What follows belongs to an exercise in optimizing a design on an open flow for small area, a short achievable clock period and few clock cycles per item; a production flow would make more cautious choices. Function was checked by simulation only, so behaviour that the tests miss may differ from the original.

===== flow/flow/run.sh =====
#!/bin/bash
# Layout: the standard ORFS flow (standard synthesis, same SDC), with the
# timing repair steps asked to leave a setup margin, so that they size the
# critical paths for a period below the constraint's. Make's output goes to
# flow_make.log here; each ORFS step keeps its own log under orfs/logs/.
set -euo pipefail
bash standard.sh SETUP_SLACK_MARGIN=12 finish > flow_make.log 2>&1

===== flow/standard.sh =====
#!/bin/bash
# synth_recipe.tcl (not shown) runs the flow's synth.tcl, then flattens the netlist and writes it again
# the make line also repeats each setting of config.mk as NAME=value (left out here)
make -C /OpenROAD-flow-scripts/flow DESIGN_CONFIG=/design/flow/config.mk WORK_HOME=/design/flow/orfs CLKGATE_MAP_FILE= SYNTH_SCRIPT=/design/flow/synth_recipe.tcl "${@:-finish}"

===== flow/config.mk =====
export PLATFORM = sky130hd
export DESIGN_NAME = tbc_arith
export DESIGN_NICKNAME = tbc_arith
export VERILOG_FILES = /design/flow/design.v
export SDC_FILE = /design/flow/constraint.sdc
export NUM_CORES = 4
export LEC_CHECK = 0
export CAP_MARGIN = 20
export CORE_MARGIN = 2
export CORE_UTILIZATION = 30
export SLEW_MARGIN = 20

===== flow/constraint.sdc =====
create_clock -name core_clock -period 25.0 [get_ports {clk}]
set_input_delay 5.0000 -clock core_clock [delete_from_list [all_inputs] [get_ports {clk}]]
set_output_delay 5.0000 -clock core_clock [all_outputs]
set_load 0.01 [all_outputs]

===== flow/design.v =====
module tbc_arith (
    input  wire        clk,
    input  wire        rst,
    input  wire        start,
    input  wire [31:0] cmd,
    input  wire [31:0] arg0,
    input  wire [31:0] arg1,
    input  wire [31:0] arg2,
    input  wire [31:0] arg3,
    input  wire [31:0] arg4,
    output reg         busy,
    output reg         done,
    output reg  [3:0]  err,
    output reg  [31:0] res0,
    output reg  [31:0] res1,
    output reg  [31:0] res2,
    output reg  [31:0] res3,
    output reg  [31:0] res4,
    output reg  [31:0] res5,
    output reg  [31:0] budget_us
);
    localparam [3:0] E_NONE = 4'd0, E_ILLEGAL = 4'd1, E_RANGE = 4'd2,
                     E_VALIDATION = 4'd3, E_DIV0 = 4'd4;
    localparam [1:0] OP_STEP = 2'd0, OP_M2U = 2'd1, OP_U2M = 2'd2, OP_SET = 2'd3;
    function [4:0] f_t;
        input [7:0] p;
        begin
            case (p)
            8'd0: f_t = 5'd0;
            8'd1: f_t = 5'd0;
            8'd2: f_t = 5'd0;
            8'd3: f_t = 5'd0;
            8'd4: f_t = 5'd0;
            8'd5: f_t = 5'd1;
            8'd6: f_t = 5'd1;
            8'd7: f_t = 5'd1;
            8'd8: f_t = 5'd1;
            8'd9: f_t = 5'd1;
            8'd10: f_t = 5'd1;
            8'd11: f_t = 5'd1;
            8'd12: f_t = 5'd1;
            8'd13: f_t = 5'd2;
            8'd14: f_t = 5'd2;
            8'd15: f_t = 5'd2;
            8'd16: f_t = 5'd2;
            8'd17: f_t = 5'd2;
            8'd18: f_t = 5'd2;
            8'd19: f_t = 5'd2;
            8'd20: f_t = 5'd2;
            8'd21: f_t = 5'd3;
            8'd22: f_t = 5'd3;
            8'd23: f_t = 5'd3;
            8'd24: f_t = 5'd3;
            8'd25: f_t = 5'd3;
            8'd26: f_t = 5'd3;
            8'd27: f_t = 5'd3;
            8'd28: f_t = 5'd3;
            8'd29: f_t = 5'd3;
            8'd30: f_t = 5'd4;
            8'd31: f_t = 5'd4;
            8'd32: f_t = 5'd4;
            8'd33: f_t = 5'd4;
            8'd34: f_t = 5'd4;
            8'd35: f_t = 5'd4;
            8'd36: f_t = 5'd4;
            8'd37: f_t = 5'd4;
            8'd38: f_t = 5'd5;
            8'd39: f_t = 5'd5;
            8'd40: f_t = 5'd5;
            8'd41: f_t = 5'd5;
            8'd42: f_t = 5'd5;
            8'd43: f_t = 5'd5;
            8'd44: f_t = 5'd5;
            8'd45: f_t = 5'd5;
            8'd46: f_t = 5'd6;
            8'd47: f_t = 5'd6;
            8'd48: f_t = 5'd6;
            8'd49: f_t = 5'd6;
            8'd50: f_t = 5'd6;
            8'd51: f_t = 5'd6;
            8'd52: f_t = 5'd6;
            8'd53: f_t = 5'd6;
            8'd54: f_t = 5'd6;
            8'd55: f_t = 5'd7;
            8'd56: f_t = 5'd7;
            8'd57: f_t = 5'd7;
            8'd58: f_t = 5'd7;
            8'd59: f_t = 5'd7;
            8'd60: f_t = 5'd7;
            8'd61: f_t = 5'd7;
            8'd62: f_t = 5'd7;
            8'd63: f_t = 5'd8;
            8'd64: f_t = 5'd8;
            8'd65: f_t = 5'd8;
            8'd66: f_t = 5'd8;
            8'd67: f_t = 5'd8;
            8'd68: f_t = 5'd8;
            8'd69: f_t = 5'd8;
            8'd70: f_t = 5'd8;
            8'd71: f_t = 5'd9;
            8'd72: f_t = 5'd9;
            8'd73: f_t = 5'd9;
            8'd74: f_t = 5'd9;
            8'd75: f_t = 5'd9;
            8'd76: f_t = 5'd9;
            8'd77: f_t = 5'd9;
            8'd78: f_t = 5'd9;
            8'd79: f_t = 5'd9;
            8'd80: f_t = 5'd10;
            8'd81: f_t = 5'd10;
            8'd82: f_t = 5'd10;
            8'd83: f_t = 5'd10;
            8'd84: f_t = 5'd10;
            8'd85: f_t = 5'd10;
            8'd86: f_t = 5'd10;
            8'd87: f_t = 5'd10;
            8'd88: f_t = 5'd11;
            8'd89: f_t = 5'd11;
            8'd90: f_t = 5'd11;
            8'd91: f_t = 5'd11;
            8'd92: f_t = 5'd11;
            8'd93: f_t = 5'd11;
            8'd94: f_t = 5'd11;
            8'd95: f_t = 5'd11;
            8'd96: f_t = 5'd12;
            8'd97: f_t = 5'd12;
            8'd98: f_t = 5'd12;
            8'd99: f_t = 5'd12;
            8'd100: f_t = 5'd12;
            8'd101: f_t = 5'd12;
            8'd102: f_t = 5'd12;
            8'd103: f_t = 5'd12;
            8'd104: f_t = 5'd12;
            8'd105: f_t = 5'd13;
            8'd106: f_t = 5'd13;
            8'd107: f_t = 5'd13;
            8'd108: f_t = 5'd13;
            8'd109: f_t = 5'd13;
            8'd110: f_t = 5'd13;
            8'd111: f_t = 5'd13;
            8'd112: f_t = 5'd13;
            8'd113: f_t = 5'd14;
            8'd114: f_t = 5'd14;
            8'd115: f_t = 5'd14;
            8'd116: f_t = 5'd14;
            8'd117: f_t = 5'd14;
            8'd118: f_t = 5'd14;
            8'd119: f_t = 5'd14;
            8'd120: f_t = 5'd14;
            8'd121: f_t = 5'd15;
            8'd122: f_t = 5'd15;
            8'd123: f_t = 5'd15;
            8'd124: f_t = 5'd15;
            8'd125: f_t = 5'd15;
            8'd126: f_t = 5'd15;
            8'd127: f_t = 5'd15;
            8'd128: f_t = 5'd15;
            8'd129: f_t = 5'd15;
            8'd130: f_t = 5'd16;
            8'd131: f_t = 5'd16;
            8'd132: f_t = 5'd16;
            8'd133: f_t = 5'd16;
            8'd134: f_t = 5'd16;
            8'd135: f_t = 5'd16;
            8'd136: f_t = 5'd16;
            8'd137: f_t = 5'd16;
            8'd138: f_t = 5'd17;
            8'd139: f_t = 5'd17;
            8'd140: f_t = 5'd17;
            8'd141: f_t = 5'd17;
            8'd142: f_t = 5'd17;
            8'd143: f_t = 5'd17;
            8'd144: f_t = 5'd17;
            8'd145: f_t = 5'd17;
            8'd146: f_t = 5'd18;
            8'd147: f_t = 5'd18;
            8'd148: f_t = 5'd18;
            8'd149: f_t = 5'd18;
            8'd150: f_t = 5'd18;
            8'd151: f_t = 5'd18;
            8'd152: f_t = 5'd18;
            8'd153: f_t = 5'd18;
            8'd154: f_t = 5'd18;
            8'd155: f_t = 5'd19;
            8'd156: f_t = 5'd19;
            8'd157: f_t = 5'd19;
            8'd158: f_t = 5'd19;
            8'd159: f_t = 5'd19;
            8'd160: f_t = 5'd19;
            8'd161: f_t = 5'd19;
            8'd162: f_t = 5'd19;
            8'd163: f_t = 5'd20;
            8'd164: f_t = 5'd20;
            8'd165: f_t = 5'd20;
            8'd166: f_t = 5'd20;
            8'd167: f_t = 5'd20;
            8'd168: f_t = 5'd20;
            8'd169: f_t = 5'd20;
            8'd170: f_t = 5'd20;
            8'd171: f_t = 5'd21;
            8'd172: f_t = 5'd21;
            8'd173: f_t = 5'd21;
            8'd174: f_t = 5'd21;
            8'd175: f_t = 5'd21;
            8'd176: f_t = 5'd21;
            8'd177: f_t = 5'd21;
            8'd178: f_t = 5'd21;
            8'd179: f_t = 5'd21;
            8'd180: f_t = 5'd22;
            8'd181: f_t = 5'd22;
            8'd182: f_t = 5'd22;
            8'd183: f_t = 5'd22;
            8'd184: f_t = 5'd22;
            8'd185: f_t = 5'd22;
            8'd186: f_t = 5'd22;
            8'd187: f_t = 5'd22;
            8'd188: f_t = 5'd23;
            8'd189: f_t = 5'd23;
            8'd190: f_t = 5'd23;
            8'd191: f_t = 5'd23;
            8'd192: f_t = 5'd23;
            8'd193: f_t = 5'd23;
            8'd194: f_t = 5'd23;
            8'd195: f_t = 5'd23;
            8'd196: f_t = 5'd24;
            8'd197: f_t = 5'd24;
            8'd198: f_t = 5'd24;
            8'd199: f_t = 5'd24;
            8'd200: f_t = 5'd24;
            8'd201: f_t = 5'd24;
            8'd202: f_t = 5'd24;
            8'd203: f_t = 5'd24;
            8'd204: f_t = 5'd24;
            8'd205: f_t = 5'd25;
            8'd206: f_t = 5'd25;
            8'd207: f_t = 5'd25;
            8'd208: f_t = 5'd25;
            8'd209: f_t = 5'd25;
            8'd210: f_t = 5'd25;
            8'd211: f_t = 5'd25;
            8'd212: f_t = 5'd25;
            8'd213: f_t = 5'd26;
            8'd214: f_t = 5'd26;
            8'd215: f_t = 5'd26;
            8'd216: f_t = 5'd26;
            8'd217: f_t = 5'd26;
            8'd218: f_t = 5'd26;
            8'd219: f_t = 5'd26;
            8'd220: f_t = 5'd26;
            8'd221: f_t = 5'd27;
            8'd222: f_t = 5'd27;
            8'd223: f_t = 5'd27;
            8'd224: f_t = 5'd27;
            8'd225: f_t = 5'd27;
            8'd226: f_t = 5'd27;
            8'd227: f_t = 5'd27;
            8'd228: f_t = 5'd27;
            8'd229: f_t = 5'd27;
            8'd230: f_t = 5'd28;
            8'd231: f_t = 5'd28;
            8'd232: f_t = 5'd28;
            8'd233: f_t = 5'd28;
            8'd234: f_t = 5'd28;
            8'd235: f_t = 5'd28;
            8'd236: f_t = 5'd28;
            8'd237: f_t = 5'd28;
            8'd238: f_t = 5'd29;
            8'd239: f_t = 5'd29;
            8'd240: f_t = 5'd29;
            8'd241: f_t = 5'd29;
            8'd242: f_t = 5'd29;
            8'd243: f_t = 5'd29;
            8'd244: f_t = 5'd29;
            8'd245: f_t = 5'd29;
            8'd246: f_t = 5'd30;
            8'd247: f_t = 5'd30;
            8'd248: f_t = 5'd30;
            8'd249: f_t = 5'd30;
            8'd250: f_t = 5'd30;
            8'd251: f_t = 5'd30;
            8'd252: f_t = 5'd30;
            8'd253: f_t = 5'd30;
            8'd254: f_t = 5'd30;
            8'd255: f_t = 5'd31;
            endcase
        end
    endfunction
    function [19:0] f_mp;
        input [7:0] p;
        begin
            f_mp = {p, 12'd0} - {4'd0, p, 8'd0} - {7'd0, p, 5'd0} + {10'd0, p, 2'd0}
                 + {12'd0, p} + {15'd0, f_t(p)};
        end
    endfunction
    function [16:0] f_dec;
        input [15:0] r;
        reg   [23:0] sh;
        begin
            sh = {16'd0, r[7:0]} << r[11:8];
            if (r[7:0] == 8'd0)
                f_dec = {1'b0, 16'd1};
            else if (r[15:12] != 4'd0 || sh[23:16] != 8'd0 || sh[15:0] == 16'hFFFF)
                f_dec = {1'b1, 16'd0};
            else
                f_dec = {1'b0, sh[15:0] + 16'd1};
        end
    endfunction
    function [15:0] f_enc;
        input [15:0] t;
        reg   [15:0] ls;
        reg   [15:0] sh;
        reg   [3:0]  m;
        integer i;
        begin
            ls = t - 16'd1;
            m = 4'd0;
            for (i = 8; i < 16; i = i + 1)
                if (ls[i]) m = i - 7;
            sh = ls >> m;
            f_enc = (t == 16'd0) ? 16'd0 : {4'd0, m, sh[7:0]};
        end
    endfunction
    function [5:0] f_blen32;
        input [31:0] v;
        integer i;
        begin
            f_blen32 = 6'd0;
            for (i = 0; i < 32; i = i + 1)
                if (v[i]) f_blen32 = i + 1;
        end
    endfunction
    function [3:0] f_blen8;
        input [7:0] v;
        integer i;
        begin
            f_blen8 = 4'd0;
            for (i = 0; i < 8; i = i + 1)
                if (v[i]) f_blen8 = i + 1;
        end
    endfunction
    function [37:0] f_div1000;
        input [35:0] x;
        reg [31:0] e;
        reg [27:0] qe;
        reg [10:0] r;
        begin
            e = {2'd0, x[35:6]} + {7'd0, x[35:11]} - {9'd0, x[35:13]} + {13'd0, x[35:17]}
              + {16'd0, x[35:20]} + {18'd0, x[35:22]} - {21'd0, x[35:25]} - {24'd0, x[35:28]}
              + {26'd0, x[35:30]} + {28'd0, x[35:32]} - {30'd0, x[35:34]} - 32'd4;
            qe = e[31:4];
            r = x[10:0] - {qe[0], 10'd0} + {qe[6:0], 4'd0} + {qe[7:0], 3'd0};
            if (r >= 11'd1000)
                f_div1000 = {r[9:0] - 10'd1000, qe + 28'd1};
            else
                f_div1000 = {r[9:0], qe};
        end
    endfunction
    wire c_dec   = cmd == 32'h00000001;
    wire c_enc   = cmd == 32'h00000002;
    wire c_macro = cmd == 32'h00000003;
    wire c_m2u   = cmd == 32'h00000004;
    wire c_u2m   = cmd == 32'h00000005;
    wire c_seq   = cmd == 32'h00000008;
    wire c_vdec  = cmd == 32'h00000009;
    wire c_vpre  = cmd == 32'h0000000A;
    wire c_vfin  = cmd == 32'h0100000A;
    wire c_step  = cmd == 32'h0000000B;
    wire c_get   = cmd == 32'h0000000C;
    wire c_set   = cmd == 32'h0000000D;
    wire c_srle  = cmd == 32'h0000000E;
    wire c_srld  = cmd == 32'h0000000F;
    wire accept = start && !busy;
    wire [7:0] s_in = arg0[7:0];
    reg [7:0] p_in;
    always @* begin
        case (cmd[3:0])
            4'h4, 4'h5: p_in = arg1[7:0];
            4'hB:       p_in = {arg0[14:8] + 7'd1, 1'b0};
            4'hD:       p_in = arg0[15:8];
            default:    p_in = arg0[7:0];
        endcase
    end
    wire [19:0] mp_in = f_mp(p_in);
    wire [16:0] dt_in = f_dec(cmd[3] ? arg1[15:0] : arg0[15:0]);
    wire [16:0] st_pre_dec = dt_in;
    wire [16:0] st_fin_dec = f_dec(arg1[31:16]);
    wire [15:0] st_pre_sub = s_in[6] ? st_pre_dec[15:0] : 16'd0;
    wire [16:0] st_fin_mc  = {1'b0, st_fin_dec[15:0]} - {1'b0, st_pre_sub};
    wire        st_range   = (arg0[15:8] >= 8'd127) || (arg0[23:16] >= 8'd127) ||
                             st_pre_dec[16] || st_fin_dec[16] || st_fin_mc[16];
    wire        en_tcc = s_in[4], en_msrc = s_in[3], en_dss = s_in[2],
                en_pre = s_in[6], en_fin = s_in[7];
    reg  [12:0] k_tot;
    always @* begin
        case ({en_fin, en_pre, en_dss, en_msrc, en_tcc})
            5'd0: k_tot = 13'd2870;
            5'd1: k_tot = 13'd3460;
            5'd2: k_tot = 13'd3530;
            5'd3: k_tot = 13'd4120;
            5'd4: k_tot = 13'd4250;
            5'd5: k_tot = 13'd4840;
            5'd6: k_tot = 13'd4250;
            5'd7: k_tot = 13'd4840;
            5'd8: k_tot = 13'd3530;
            5'd9: k_tot = 13'd4120;
            5'd10: k_tot = 13'd4190;
            5'd11: k_tot = 13'd4780;
            5'd12: k_tot = 13'd4910;
            5'd13: k_tot = 13'd5500;
            5'd14: k_tot = 13'd4910;
            5'd15: k_tot = 13'd5500;
            5'd16: k_tot = 13'd3420;
            5'd17: k_tot = 13'd4010;
            5'd18: k_tot = 13'd4080;
            5'd19: k_tot = 13'd4670;
            5'd20: k_tot = 13'd4800;
            5'd21: k_tot = 13'd5390;
            5'd22: k_tot = 13'd4800;
            5'd23: k_tot = 13'd5390;
            5'd24: k_tot = 13'd4080;
            5'd25: k_tot = 13'd4670;
            5'd26: k_tot = 13'd4740;
            5'd27: k_tot = 13'd5330;
            5'd28: k_tot = 13'd5460;
            5'd29: k_tot = 13'd6050;
            5'd30: k_tot = 13'd5460;
            5'd31: k_tot = 13'd6050;
        endcase
    end
    wire [34:0] sum_in = (en_tcc ? {3'd0, arg1} : 35'd0)
                       + (en_dss ? {2'd0, arg1, 1'b0} : en_msrc ? {3'd0, arg1} : 35'd0)
                       + (en_pre ? {3'd0, arg2} : 35'd0)
                       + (en_fin ? {3'd0, arg3} : 35'd0)
                       + {22'd0, k_tot};
    wire        srl_s    = arg0[31];
    wire [7:0]  srl_x    = arg0[30:23];
    wire [23:0] srl_mant = {1'b1, arg0[22:0]};
    wire        srl_zero = (srl_x == 8'd0) && (arg0[22:0] == 23'd0);
    wire        srl_bad  = (srl_x == 8'd255) || (srl_s && !srl_zero) ||
                           (srl_x > 8'd135) ||
                           (srl_x == 8'd135 && srl_mant > 24'hFFFEB8);
    wire [7:0]  srl_shift = 8'd143 - srl_x;
    wire [23:0] srl_q     = (srl_x < 8'd120) ? 24'd0 : (srl_mant >> srl_shift[4:0]);
    reg  [3:0]  sd_k;
    integer     j;
    always @* begin
        sd_k = 4'd0;
        for (j = 0; j < 16; j = j + 1)
            if (arg0[j]) sd_k = j;
    end
    wire [38:0] sd_sh  = {23'd0, arg0[15:0]} << (5'd23 - {1'b0, sd_k});
    wire [31:0] sd_res = (arg0[15:0] == 16'd0) ? 32'd0 :
                         {1'b0, {4'd0, sd_k} + 8'd120, sd_sh[22:0]};
    reg        i_fin;       
    reg [3:0]  i_err;
    reg        i_w0, i_w3, i_wb;
    reg [31:0] i_res0;
    reg [1:0]  i_op;        
    always @* begin
        i_fin = 1'b1; i_err = E_NONE; i_w0 = 1'b0; i_w3 = 1'b0; i_wb = 1'b0;
        i_res0 = 32'd0; i_op = OP_STEP;
        if (c_dec) begin
            if (arg0[31:16] != 16'd0 || dt_in[16]) i_err = E_RANGE;
            else begin i_w0 = 1'b1; i_res0 = {16'd0, dt_in[15:0]}; end
        end else if (c_enc) begin
            if (arg0[31:16] != 16'd0) i_err = E_RANGE;
            else begin i_w0 = 1'b1; i_res0 = {16'd0, enc_out}; end
        end else if (c_macro) begin
            if (arg0[31:8] != 24'd0) i_err = E_RANGE;
            else begin i_w0 = 1'b1; i_res0 = {12'd0, mp_in}; end
        end else if (c_m2u) begin
            i_op = OP_M2U;
            if (arg1[31:8] != 24'd0) i_err = E_RANGE;
            else i_fin = 1'b0;
        end else if (c_u2m) begin
            i_op = OP_U2M;
            if (arg1[31:8] != 24'd0) i_err = E_RANGE;
            else if (arg1[7:0] == 8'd0) i_err = E_DIV0;
            else i_fin = 1'b0;
        end else if (c_seq) begin
            if (arg0[31:8] != 24'd0) i_err = E_RANGE;
            else begin i_w0 = 1'b1; i_res0 = {27'd0, en_fin, en_pre, en_dss, en_msrc, en_tcc}; end
        end else if (c_vdec) begin
            if (arg0[31:8] != 24'd0 || arg0[7:0] >= 8'd127) i_err = E_RANGE;
            else begin i_w0 = 1'b1; i_res0 = {23'd0, arg0[7:0] + 8'd1, 1'b0}; end
        end else if (c_vpre || c_vfin) begin
            if (arg0[31:8] != 24'd0) i_err = E_RANGE;
            else if ((c_vpre && !(arg0[7:0] == 8'd12 || arg0[7:0] == 8'd14 ||
                                  arg0[7:0] == 8'd16 || arg0[7:0] == 8'd18)) ||
                     (c_vfin && !(arg0[7:0] == 8'd8 || arg0[7:0] == 8'd10 ||
                                  arg0[7:0] == 8'd12 || arg0[7:0] == 8'd14)))
                i_err = E_VALIDATION;
            else begin i_w0 = 1'b1; i_res0 = {25'd0, arg0[7:1]} - 32'd1; end
        end else if (c_step) begin
            i_op = OP_STEP;
            if (st_range) i_err = E_RANGE;
            else i_fin = 1'b0;
        end else if (c_get) begin
            if (arg0[31:8] != 24'd0 || sum_in[34:32] != 3'd0) i_err = E_RANGE;
            else begin i_w0 = 1'b1; i_res0 = sum_in[31:0]; i_wb = 1'b1; end
        end else if (c_set) begin
            i_op = OP_SET;
            if (arg0[31:16] != 16'd0 || arg3[31:16] != 16'd0) i_err = E_RANGE;
            else if (arg4 < 32'd20000) i_err = E_VALIDATION;
            else if (!en_fin) i_w3 = 1'b1;
            else i_fin = 1'b0;
        end else if (c_srle) begin
            if (srl_bad) i_err = E_VALIDATION;
            else begin i_w0 = 1'b1; i_res0 = (srl_x == 8'd0) ? 32'd0 : {8'd0, srl_q}; end
        end else if (c_srld) begin
            if (arg0[31:16] != 16'd0) i_err = E_RANGE;
            else begin i_w0 = 1'b1; i_res0 = sd_res; end
        end else begin
            i_err = E_ILLEGAL;
        end
    end
    localparam integer DB = 4;           
    localparam integer NC = (32 + DB - 1) / DB;    
    localparam integer NX = NC * DB;     
    reg [1:0]  op;
    reg [2:0]  ph;
    reg        big;         
    reg [31:0] ra0;         
    reg [31:0] ra1;         
    reg [34:0] ra2;         
    reg [15:0] ra3;         
    reg [19:0] mp_r;        
    reg [35:0] y;           
    reg [31:0] qq;          
    reg [NX-1:0] nx;        
    reg [19:0] rr;          
    reg [3:0]  dcnt;        
    wire [7:0]  st_pre_p  = {ra0[14:8] + 7'd1, 1'b0};
    wire [7:0]  st_fin_p  = {ra0[22:16] + 7'd1, 1'b0};
    wire [8:0]  st_msrc_m = {1'b0, ra0[31:24]} + 9'd1;
    reg  [15:0] ma;
    reg  [25:0] mul_c;
    wire [35:0] mul_y;
    reg  [35:0] bo_sum;
    reg  [21:0] bo_m;
    reg         bo_neg, bo_one, bo_two;
    reg  [2:0]  bo_d;
    integer bi;
    always @* begin
        bo_sum = {10'd0, mul_c} + 36'hAAAC00000;
        for (bi = 0; bi < 9; bi = bi + 1) begin
            bo_d   = {(2*bi+1 < 16) ? ma[2*bi+1] : 1'b0, (2*bi < 16) ? ma[2*bi] : 1'b0,
                      (bi == 0) ? 1'b0 : ma[2*bi-1]};
            bo_neg = bo_d[2] && !(bo_d[1] && bo_d[0]);
            bo_one = bo_d[1] ^ bo_d[0];
            bo_two = (bo_d[2] && !bo_d[1] && !bo_d[0]) || (!bo_d[2] && bo_d[1] && bo_d[0]);
            bo_m   = bo_one ? {2'd0, mp_r} : bo_two ? {1'b0, mp_r, 1'b0} : 22'd0;
            if (bo_neg) bo_m = ~bo_m;
            bo_sum = bo_sum + ({13'd0, ~bo_m[21], bo_m} << (2*bi)) + ({35'd0, bo_neg} << (2*bi));
        end
    end
    assign mul_y = bo_sum;
    wire [37:0] dv   = f_div1000(y);
    wire [27:0] dv_q = dv[27:0];
    wire [9:0]  dv_r = dv[37:28];
    wire [34:0] fin_us_w = {3'd0, ra1} + {19'd0, ra3} + 35'd590 - ra2;   
    wire [31:0] u_w      = (op == OP_SET) ? fin_us_w[31:0] : ra0;
    wire [41:0] n_w      = {u_w, 10'd0} - {5'd0, u_w, 4'd0} - {7'd0, u_w, 3'd0} + {23'd0, mp_r[19:1]};
    wire [3:0]  bp_w     = f_blen8((op == OP_SET) ? ra0[15:8] : ra1[7:0]);
    wire [5:0]  bu_w     = f_blen32(u_w);
    wire [6:0]  nq_w     = {1'b0, bu_w} - {3'd0, bp_w} + 7'd1;
    reg  [3:0]  ncyc_w;
    reg  [19:0] r0_w;
    reg  [NX-1:0] nx0_w;
    integer c;
    always @* begin
        ncyc_w = NC;
        for (c = NC - 1; c >= 1; c = c - 1)
            if (nq_w[6] || nq_w <= c * DB) ncyc_w = c;
        r0_w = 20'd0;
        nx0_w = {NX{1'b0}};
        for (c = 1; c <= NC; c = c + 1)
            if (ncyc_w == c) begin
                r0_w = n_w >> (c * DB);
                nx0_w = n_w << (NX - c * DB);
            end
    end
    reg [19:0] rs;
    reg [DB-1:0] qb;
    reg [21:0] dtry;
    integer k;
    always @* begin
        rs = rr;
        for (k = DB - 1; k >= 0; k = k - 1) begin
            dtry = {1'b0, rs, nx[NX - DB + k]} - {2'd0, mp_r};
            if (!dtry[21]) begin rs = dtry[19:0]; qb[k] = 1'b1; end
            else begin rs = {rs[18:0], nx[NX - DB + k]}; qb[k] = 1'b0; end
        end
    end
    wire [31:0] qq_next = {qq[31-DB:0], qb};
    wire [32:0] set_fm = {1'b0, qq} + (ra0[6] ? {17'd0, ra3} : 33'd0);
    wire [15:0] enc_out = f_enc(busy ? set_fm[15:0] : arg0[15:0]);
    wire [42:0] m2u_big = {qq[25:0], 16'd0} + {15'd0, nx[27:0]};
    reg        m_fin;
    reg [3:0]  m_err;
    reg [5:0]  m_wm;
    reg        m_wb;
    reg [31:0] m_res0, m_res1;
    always @* begin
        m_fin = 1'b0; m_err = E_NONE; m_wm = 6'd0; m_wb = 1'b0;
        m_res0 = 32'd0; m_res1 = 32'd0;
        mul_c = 26'd500;
        case (op)
        OP_STEP: begin
            case (ph)
            3'd1, 3'd2, 3'd3: ;
            default: begin
                m_fin = 1'b1; m_wm = 6'b111111;
                m_res0 = {7'd0, st_msrc_m, st_fin_p, st_pre_p};
                m_res1 = qq;
            end
            endcase
        end
        OP_M2U: begin
            case (ph)
            3'd1: begin
                if (big) mul_c = 26'd0;
            end
            3'd2: begin
                if (!big) begin
                    m_fin = 1'b1; m_wm = 6'b000001; m_res0 = {4'd0, dv_q};
                end else if (y >= 36'd65536000) begin
                    m_fin = 1'b1; m_err = E_RANGE;
                end
            end
            3'd3: mul_c = {nx[9:0], 16'd0} + 26'd500;
            3'd4: ;
            default: begin
                m_fin = 1'b1;
                if (m2u_big[42:32] != 11'd0) m_err = E_RANGE;
                else begin m_wm = 6'b000001; m_res0 = m2u_big[31:0]; end
            end
            endcase
        end
        OP_U2M: begin
            if (ph != 3'd1 && dcnt == 4'd1) begin
                m_fin = 1'b1; m_wm = 6'b000001; m_res0 = qq_next;
            end
        end
        default: begin  
            if (ph == 3'd1) begin
                if (fin_us_w[34]) begin m_fin = 1'b1; m_err = E_VALIDATION; end
                else if (mp_r == 20'd0) begin m_fin = 1'b1; m_err = E_DIV0; end
            end else if (ph == 3'd3) begin
                m_fin = 1'b1;
                if (set_fm[32:16] != 17'd0) m_err = E_RANGE;
                else begin
                    m_wm = 6'b001111; m_wb = 1'b1;
                    m_res0 = {16'd0, enc_out};
                    m_res1 = {16'd0, set_fm[15:0]};
                end
            end
        end
        endcase
    end
    wire        i_ok = i_fin && i_err == E_NONE;
    wire        m_ok = m_fin && m_err == E_NONE;
    always @(posedge clk) begin
        if (rst) begin
            busy <= 1'b0;
            done <= 1'b0;
            err <= E_NONE;
            res0 <= 32'd0; res1 <= 32'd0; res2 <= 32'd0;
            res3 <= 32'd0; res4 <= 32'd0; res5 <= 32'd0;
            budget_us <= 32'd0;
        end else begin
            done <= accept ? i_fin : (busy && m_fin);
            busy <= accept ? !i_fin : (busy && !m_fin);
            if (accept) begin
                if (i_fin) err <= i_err;
                if (i_ok && i_w0) res0 <= i_res0;
                if (i_ok && i_w3) res3 <= 32'd0;
                if (i_ok && i_wb) budget_us <= sum_in[31:0];
            end else if (busy) begin
                if (m_fin) err <= m_err;
                if (m_ok && m_wm[0]) res0 <= m_res0;
                if (m_ok && m_wm[1]) res1 <= m_res1;
                if (m_ok && m_wm[2]) res2 <= (op == OP_STEP) ? {16'd0, ra1[15:0]} : ra2[31:0];
                if (m_ok && m_wm[3]) res3 <= (op == OP_STEP) ? {6'd0, nx[25:0]} : 32'd1;
                if (m_ok && m_wm[4]) res4 <= {16'd0, ra1[31:16]};
                if (m_ok && m_wm[5]) res5 <= {4'd0, dv_q};
                if (m_ok && m_wb) budget_us <= ra1;
            end
        end
    end
    always @(posedge clk) begin
        if (accept) begin
            op <= i_op;
            ph <= 3'd1;
            ra0 <= arg0;
            ra1 <= c_step ? {st_fin_mc[15:0], st_pre_dec[15:0]} : c_set ? arg4 : arg1;
            ra2 <= sum_in;
            ra3 <= arg3[15:0];
            mp_r <= mp_in;
            big <= arg0[31:16] != 16'd0;
            ma <= c_step ? {7'd0, {1'b0, arg0[31:24]} + 9'd1} :
                  (arg0[31:16] != 16'd0) ? arg0[31:16] : arg0[15:0];
        end else if (busy) begin
            ph <= ph + 3'd1;
            y <= mul_y;
            case (op)
            OP_STEP: begin
                if (ph == 3'd1) ma <= ra1[15:0];
                if (ph == 3'd2) begin qq <= {4'd0, dv_q}; mp_r <= f_mp(st_fin_p); ma <= ra1[31:16]; end
                if (ph == 3'd3) nx <= dv_q;
            end
            OP_M2U: begin
                if (ph == 3'd2) begin qq <= {4'd0, dv_q}; nx <= dv_r; ma <= ra0[15:0]; end
                if (ph == 3'd4) nx <= dv_q;
            end
            default: begin
                if (ph == 3'd1) begin
                    if (op == OP_SET) ra2 <= fin_us_w;
                    nx <= nx0_w;
                    rr <= r0_w;
                    qq <= 32'd0;
                    dcnt <= ncyc_w;
                end else if (ph == 3'd2) begin
                    rr <= rs;
                    qq <= qq_next;
                    nx <= nx << DB;
                    dcnt <= dcnt - 4'd1;
                    if (dcnt != 4'd1) ph <= ph;
                end
            end
            endcase
        end
    end
endmodule

==> results of run 1 <==
-- per-stage QoR --
stage	std cells	cell area [um2]	util [%]	hold WS, ps
after floorplan	8429	68900	-	466
after global placement	11600	76500	33.6	442
after detailed placement	11600	76500	33.6	449
after CTS	11700	78700	34.6	458
after global routing	11700	79000	34.7	474
final	11700	79000	34.7	454
-- worst max path at each step --
stage | end | slack, ps | cells after the start
after floorplan | rr[17] | 12950 | 57
after global placement | res0[0] | 11180 | 55
after detailed placement | res0[18] | 11170 | 32
after CTS | rr[7] | 12010 | 55
after global routing | rr[16] | 11940 | 55
final | res0[5] | 12510 | 26
-- final cells by class --
cell class	instances	share of cell area, %
multi-input combinational	6660	65.7
sequential	484	15.8
timing repair buffer	630	7.30
tap	3009	4.77
inverter	785	3.75
clock buffer	81	2.23
clock inverter	32	0.425
antenna	15	0.0475
-- registers in the layout (all words and copies together) (netlist names), 3 cells and up --
name,count
ra0,32
y,36
res0,32
ma,16
budget_us,32
dcnt,4
rr,20
res2,32
ra3,16
ra2,35
qq,32
ph,3
res1,32
ra1,32
res3,26
mp_r,20
res5,28
res4,16
err,3
nx,32
-- timing repair --
item / in CTS / in global routing
endpoints found under the setup margin: 24 / 87
buffers inserted: 8 / 9
resized for setup: 7 / 36
pin swaps: 0 / 3
endpoints found under the hold margin: 0 / 0
-- cell usage in the layout (no fill, tap or decap), types with 75 or more instances in the layout --
cell type                         count
sky130_fd_sc_hd__nand2_1            819
sky130_fd_sc_hd__inv_1              764
sky130_fd_sc_hd__ha_1               743
sky130_fd_sc_hd__nor2_1             617
sky130_fd_sc_hd__a21oi_1            551
sky130_fd_sc_hd__o21ai_0            461
sky130_fd_sc_hd__fa_1               412
sky130_fd_sc_hd__clkdlybuf4s50_1    388
sky130_fd_sc_hd__xnor2_1            357
sky130_fd_sc_hd__edfxtp_1           278
sky130_fd_sc_hd__a22oi_1            234
sky130_fd_sc_hd__buf_4              227
sky130_fd_sc_hd__dfxtp_1            205
sky130_fd_sc_hd__mux2i_1            180
sky130_fd_sc_hd__nor3_1             178
sky130_fd_sc_hd__xor2_1             157
sky130_fd_sc_hd__nand3_1            147
sky130_fd_sc_hd__a21o_1             113
sky130_fd_sc_hd__a211oi_1           104
sky130_fd_sc_hd__and2_1             100
sky130_fd_sc_hd__nand2b_1            79
sky130_fd_sc_hd__and3_1              77
sky130_fd_sc_hd__nand4_1             75
-- cells by family (layout without fill, tap and decap cells) --
| group | Yosys count | count (layout) |
|---|---|---|
| AO/OA/AOI/OAI | 2259 | 2259 |
| flip-flops | 484 | 484 |
| other | 1 | 42 |
| adder cells (fa/ha/maj) | 1155 | 1155 |
| buffers and inverters | 1285 | 1528 |
| AND/OR/NAND/NOR | 2422 | 2422 |
| XOR/XNOR | 521 | 521 |
| multiplexers | 276 | 276 |
-- routing by layer --
layer  up-vias  global-route usage [%]  share of wire (%)
li1      30300                       -                  -
met1     33500                    36.7                 42
met2      4071                    40.2                 42
met3       740                    6.60                 11
met4        10                    12.1                5.2
met5         -                       0              0.021
-- critical path, cell delays in order --
cell                              delay (ps)
sky130_fd_sc_hd__clkdlybuf4s50_1         450
sky130_fd_sc_hd__buf_4                   380
sky130_fd_sc_hd__clkinvlp_4              270
sky130_fd_sc_hd__nor2_2                  140
sky130_fd_sc_hd__buf_4                   380
sky130_fd_sc_hd__a22oi_1                 170
sky130_fd_sc_hd__fa_1                    540
sky130_fd_sc_hd__inv_1                    50
sky130_fd_sc_hd__fa_1                    500
sky130_fd_sc_hd__fa_1                    520
sky130_fd_sc_hd__ha_1                    320
sky130_fd_sc_hd__a21o_1                  180
sky130_fd_sc_hd__a21oi_1                 290
sky130_fd_sc_hd__o21ai_0                 220
sky130_fd_sc_hd__a311oi_1                500
sky130_fd_sc_hd__o211ai_1                260
sky130_fd_sc_hd__a31oi_1                 330
sky130_fd_sc_hd__a21oi_1                 140
sky130_fd_sc_hd__o31ai_1                 330
sky130_fd_sc_hd__o21ai_0                 220
sky130_fd_sc_hd__nor3_1                  320
sky130_fd_sc_hd__a41o_1                  280
sky130_fd_sc_hd__a41oi_1                 230
sky130_fd_sc_hd__nand2_4                 540
sky130_fd_sc_hd__o21ai_0                 230
sky130_fd_sc_hd__o221a_2                 270
==> results_dict.tcl, run 1 <==
set metrics [dict create \
    synth.top_cells.by_area "sky130_fd_sc_hd__ha_1 (14%), sky130_fd_sc_hd__edfxtp_1 (12%), sky130_fd_sc_hd__fa_1 (12%)" \
    worst_max_slew_pin_slew_ps 1390 \
    timing.final.crit_period_ps 12490 \
    clk-insertion-delay-late_ps 750 \
    ff_to_ff_start "mp_r[3]" \
    post_synth_inst_count 8403 \
    route.vias.total 68700 \
    synth_common_cells "sky130_fd_sc_hd__nand2_1 (822), sky130_fd_sc_hd__inv_1 (767), sky130_fd_sc_hd__ha_1 (743)" \
    critPathArrivalTime_ps 13140 \
    number_of_max_slew_violations_in_the_final_report 0 \
    dominant_combinational_cell_family_by_area_after_synthesis "adder cells" \
    grt_max_degree 77 \
    timing.slew.headroom_pct 7.24 \
    timing_hold_violations_final 0 \
    die_height_um 483 \
    die-area_um2 233000 \
    start_util_pct 30.2 \
    synth_area_um2 68800 \
    hold_buffers 0 \
    synth_enable_flop_cells 278 \
    finalCritPeriodShare_pct 50.0 \
    cts_tree "built" \
    design.portCount 425 \
    area_delta_synth_final_pct 14.7 \
    die_width_um 483 \
    yosys_register_bits 484 \
    post_route_cells_drive_above_1_share_pct 6.70 \
    min_path_cells 2 \
    cp-startpoint "arg0[3]" \
    rsz0062_at_grt "no" \
    grt_pass1_wl_mm 468 \
    drt_first_pass_iters 8 \
    cts_max_path_buffers 3 \
    pnr_worst_setup_slack_ps 12510 \
    synth_fa_ha_area_share_pct 25.5 \
    synth_compound_gate_area_share_pct 21.7 \
    crit_fanout 54 \
    final_antenna_net_count 0 \
    grt_antenna_before_repair 37 \
    regArea_um2 12500 \
    xor_and_xnor_fraction_of_the_mapped_netlist_area_pct 6.69 \
    yosysTopAreaCell "sky130_fd_sc_hd__ha_1" \
    setup_viol_count_final 0 \
    timing.clock.skew_ps 103 \
    required_ps 25640 \
    crit_type "input pin to flip-flop" \
    finalSetupTns_ps 0 \
    htree_levels 2 \
    first_global_vias 65700 \
    final_net_count 9971 \
    synth_simple_gate_area_share_pct 16.4 \
    holdPathEnd "res3[16]" \
    pre_cts_ws_ps 11170 \
    route.detailed.drc 0 \
    grt.overflow.total 0 \
    port_buffers 397 \
    muxShareOfSynthArea_pct 4.45 \
    final.fill_count 23800 \
    placeableCoreArea_um2 228000 \
    syn-mean-instance-area_um2 8.19 \
    cts_made_buffers 60 \
    clkSinkCount 484 \
    worst_hold_startpoint "res3[16]" \
    regToRegEndpoint "rr[7]" \
    route.final.wire_length_mm 330 \
    cts-root-buf "sky130_fd_sc_hd__clkbuf_16" \
    maximum_clock_frequency_mhz 80.0 \
    netlist.area_leader.share_pct 13.5 \
    cp-start-kind "input pin" \
    status "complete, no violations" \
    synth_flop_cell "sky130_fd_sc_hd__edfxtp_1" \
    setup.reg_to_reg.worst_slack_ps 12660 \
    cap_violations 0 \
    avgViaCountPerCell 5.87 \
    route.detailed.wl_per_inst_um 28.3 \
    reg2regPathDepth 50 \
    drtIter0Drc 8852 \
    async_flop_share_pct 0 \
    yosysWarningCount 1 \
    cell_rows 175 \
    endpoint_kind "flip-flop" \
    most_common_cell_in_the_synthesized_netlist "sky130_fd_sc_hd__nand2_1" \
    globalplace.congestion 1.02 \
    post_synth_num_cell_types 102 \
    grtUsageTotal_pct 27.0 \
    clk_pin_slew_worst_paths_ps 70 \
    multi_input_comb_area_um2 51900 \
    synth_sequential_area_ratio_pct 18.1 \
    min_path_type "flip-flop to flip-flop" \
    detail_placement_hpwl_mm 265 \
]
Testbench counts, summed over its fixed seeds: cycles 6,370, cmds 2,400.
==> inputs of run 2 (changes only) <==
==> flow/flow/run.sh (replaced) <==
#!/bin/bash
# Layout: the standard ORFS flow (standard synthesis, same SDC), with
# - the timing repair steps asked to leave a setup margin, so that they size
#   the critical paths for a period below the constraint's;
# - every input and output port still buffered, with a plain buf_1 cell.
# Make's output goes to flow_make.log here; each ORFS step keeps its own log
# under orfs/logs/.
set -euo pipefail
export BUFFER_PORTS_ARGS="-buffer_cell sky130_fd_sc_hd__buf_1"
bash standard.sh SETUP_SLACK_MARGIN=12 finish > flow_make.log 2>&1
==> run 2 against run 1 <==
Effect of this change:
- final cell count about the same
- cell area down 2.9%
- synthesized area is the same
- critical path depth up 3
- clock skew fell by 3.0 ps
- synthesized cell count did not move
- wire length fell by 1.6%
- register-to-register slack worse by 60 ps
- first-iteration DRC count is essentially flat
==> results_dict.tcl, run 2 <==
set metrics [dict create \
    hold_buffers 0 \
    grt_pass1_wl_mm 461 \
    timing.critical_path.slowest_cell_delay_ps 630 \
    synth_flop_cell "sky130_fd_sc_hd__edfxtp_1" \
    syn-mean-instance-area_um2 8.19 \
    cts_made_buffers 61 \
    start_util_pct 30.2 \
    die_width_um 483 \
    layout_commonest_cell "sky130_fd_sc_hd__nand2_1" \
    area_delta_synth_final_pct 11.4 \
    clk-insertion-delay-late_ps 750 \
    globalplace.congestion 1.05 \
    required_ps 25590 \
    finalSetupTns_ps 0 \
    timing.slew.headroom_pct 13.7 \
    post_synth_inst_count 8403 \
    first_global_vias 65200 \
    yosysWarningCount 1 \
    status "complete, no violations" \
    die-area_um2 233000 \
    drtIter0Drc 8856 \
    grt_antenna_before_repair 48 \
    setup_viol_count_final 0 \
    clkSinkCount 484 \
    crit_type "input pin to flip-flop" \
    endpoint_kind "flip-flop" \
    most_common_cell_in_the_synthesized_netlist "sky130_fd_sc_hd__nand2_1" \
    cp-start-kind "input pin" \
    grt.overflow.total 0 \
    grt_max_degree 95 \
    synth_enable_flop_cells 278 \
    synth_area_um2 68800 \
    synth_sequential_area_ratio_pct 18.1 \
    crit_fanout 60 \
    route.final.wire_length_mm 325 \
    final_cell_count_no_fill 11700 \
    design.portCount 425 \
    synth_common_cells "sky130_fd_sc_hd__nand2_1 (822), sky130_fd_sc_hd__inv_1 (767), sky130_fd_sc_hd__ha_1 (743)" \
    registers.top_by_ff_count "y" \
    async_flop_share_pct 0 \
    cts-root-buf "sky130_fd_sc_hd__clkbuf_16" \
    yosys_register_bits 484 \
    rsz0062_at_grt "no" \
    timing_hold_violations_final 0 \
    maximum_clock_frequency_mhz 79.3 \
    clk_pin_slew_worst_paths_ps 70 \
    grtUsageTotal_pct 26.6 \
    cts_max_path_buffers 3 \
    top_delay_family_on_crit_path "compound AO/OA/AOI/OAI gates" \
    post_route_cells_drive_above_1_share_pct 6.81 \
    yosysTopAreaCell "sky130_fd_sc_hd__ha_1" \
    cap_violations 0 \
    drt_first_pass_iters 7 \
    top_registers "y x36, ra2 x35" \
    avgViaCountPerCell 5.87 \
    place_inst 11500 \
    largest_register_ff_count 36 \
    final.fill_count 23900 \
    route.vias.total 68700 \
    timing.final.crit_period_ps 12610 \
    placeableCoreArea_um2 228000 \
    port_buffers 397 \
    critPathArrivalTime_ps 13200 \
    cts_tree "built" \
    detail_placement_hpwl_mm 260 \
    timing.clock.skew_ps 100 \
    worst_max_slew_pin_slew_ps 1290 \
    netlist.area_leader.share_pct 13.5 \
    final_net_count 9980 \
    die_height_um 483 \
    post_synth_num_cell_types 102 \
    number_of_max_slew_violations_in_the_final_report 0 \
    htree_levels 2 \
    regArea_um2 12500 \
    final_antenna_net_count 0 \
    worst-path-buf-inv 7 \
    multi_input_comb_area_um2 51900 \
    min_path_type "flip-flop to flip-flop" \
    finalCritPeriodShare_pct 50.4 \
    route.detailed.wl_per_inst_um 27.8 \
    timing.critical_path.mode_cell "sky130_fd_sc_hd__fa_1" \
    synth.top_cells.by_area "sky130_fd_sc_hd__ha_1 (14%), sky130_fd_sc_hd__edfxtp_1 (12%), sky130_fd_sc_hd__fa_1 (12%)" \
    layout_common_cells "sky130_fd_sc_hd__nand2_1 (819), sky130_fd_sc_hd__inv_1 (765), sky130_fd_sc_hd__ha_1 (743), sky130_fd_sc_hd__nor2_1 (617), sky130_fd_sc_hd__a21oi_1 (551)" \
    cell_rows 175 \
    timing.critical_path.slowest_stage_cell "sky130_fd_sc_hd__o31ai_1" \
    route.detailed.drc 0 \
]
run 2: logic make-up after synthesis:
group | share of synthesized area (%)
flops | 18.1
other cells | 0.00545
xor+xnor | 6.69
compound gates | 21.7
buf+inv | 7.19
fa+ha+maj | 25.5
mux | 4.45
simple gates | 16.4
run 2: final timing paths:
path	startpoint	end	slack [ps]	cells after the start
worst max-delay path	arg0[3]	budget_us[4]	12390	29
worst min-delay path	res3[16]	res3[16]	450	2
worst max register to register	mp_r[2]	res0[0]	12600	53
worst min register to register	res3[16]	res3[16]	450	2
run 2: final cells by class:
cell class | count | area share (%)
sequential | 484 | 16.3
timing repair buffer | 638 | 4.43
tap | 3009 | 4.91
clock inverter | 47 | 0.752
multi-input combinational | 6660 | 67.6
clock buffer | 69 | 2.12
inverter | 785 | 3.86
antenna | 11 | 0.0359
run 2: per-layer routing:
layer	global-route usage (%)	part of all wire (%)	routed length, um	vias up
met1	35.6	41	133000	33300
met4	12.5	5.7	18600	36
met5	1.14	0.16	518	-
met3	7.81	12	39900	824
li1	-	-	-	30300
met2	39.0	41	133000	4256
run 2: what timing repair did:
item / 4_1_cts / 5_1_grt
resized for setup: 13 / 28
setup buffers: 12 / 12
pin swaps: 0 / 3
setup endpoints to repair: 22 / 89
run 2: stage by stage:
stage	cell area (um2)	setup slack [ps]	utilization (%)	hold WS, ps
6_report	76700	12390	33.7	450
5_1_grt	76700	11960	33.7	466
4_1_cts	76400	12040	33.6	453
3_5_place_dp	74100	10370	32.5	445
3_3_place_gp	74000	10720	32.5	441
2_1_floorplan	68900	12950	-	466
run 2: worst register-to-register path: cells and delay by family, from the launching register on:
kind	cells	cell delay [ps]
buffers and inverters	8	1880
DFF	1	360
muxes	2	820
adders and majority gates	4	1320
AOI/OAI and AO/OA	29	6100
and+or+nand+nor	10	1760

==> static timing again, ports no longer ideal <==
Ports are ideal in the flow. The routed layouts listed here were re-timed in OpenROAD. Step 1 assumes that a clkbuf_16 drives the clock port and a buf_2 every other input. Step 2 adds t to the input delays and takes it off the output delays; t is the mean of the earliest and latest rising clock arrival at the registers after step 1. Input paths then give back, and output paths get back, about the clock's delay inside the block. Slacks: ideal / step 1 / step 2; pairs: ideal / step 1.
run | shift t [ns] | slack for setup (ns) | worst setup path after step 2 | latest minus earliest clock arrival (ns) | worst data-port slew with drivers (ns)
run 1 | 0.809 | 12.507 / 12.581 / 11.772 | input to register | 0.103 / 0.104 | 0.12
run 2 | 0.804 | 12.388 / 12.468 / 11.664 | input to register | 0.101 / 0.101 | 0.13
After both steps setup and hold are still met in every run listed. The setup slack of run 1, which loses most, moves by +0.074 ns with the drivers and by -0.735 ns with both steps.
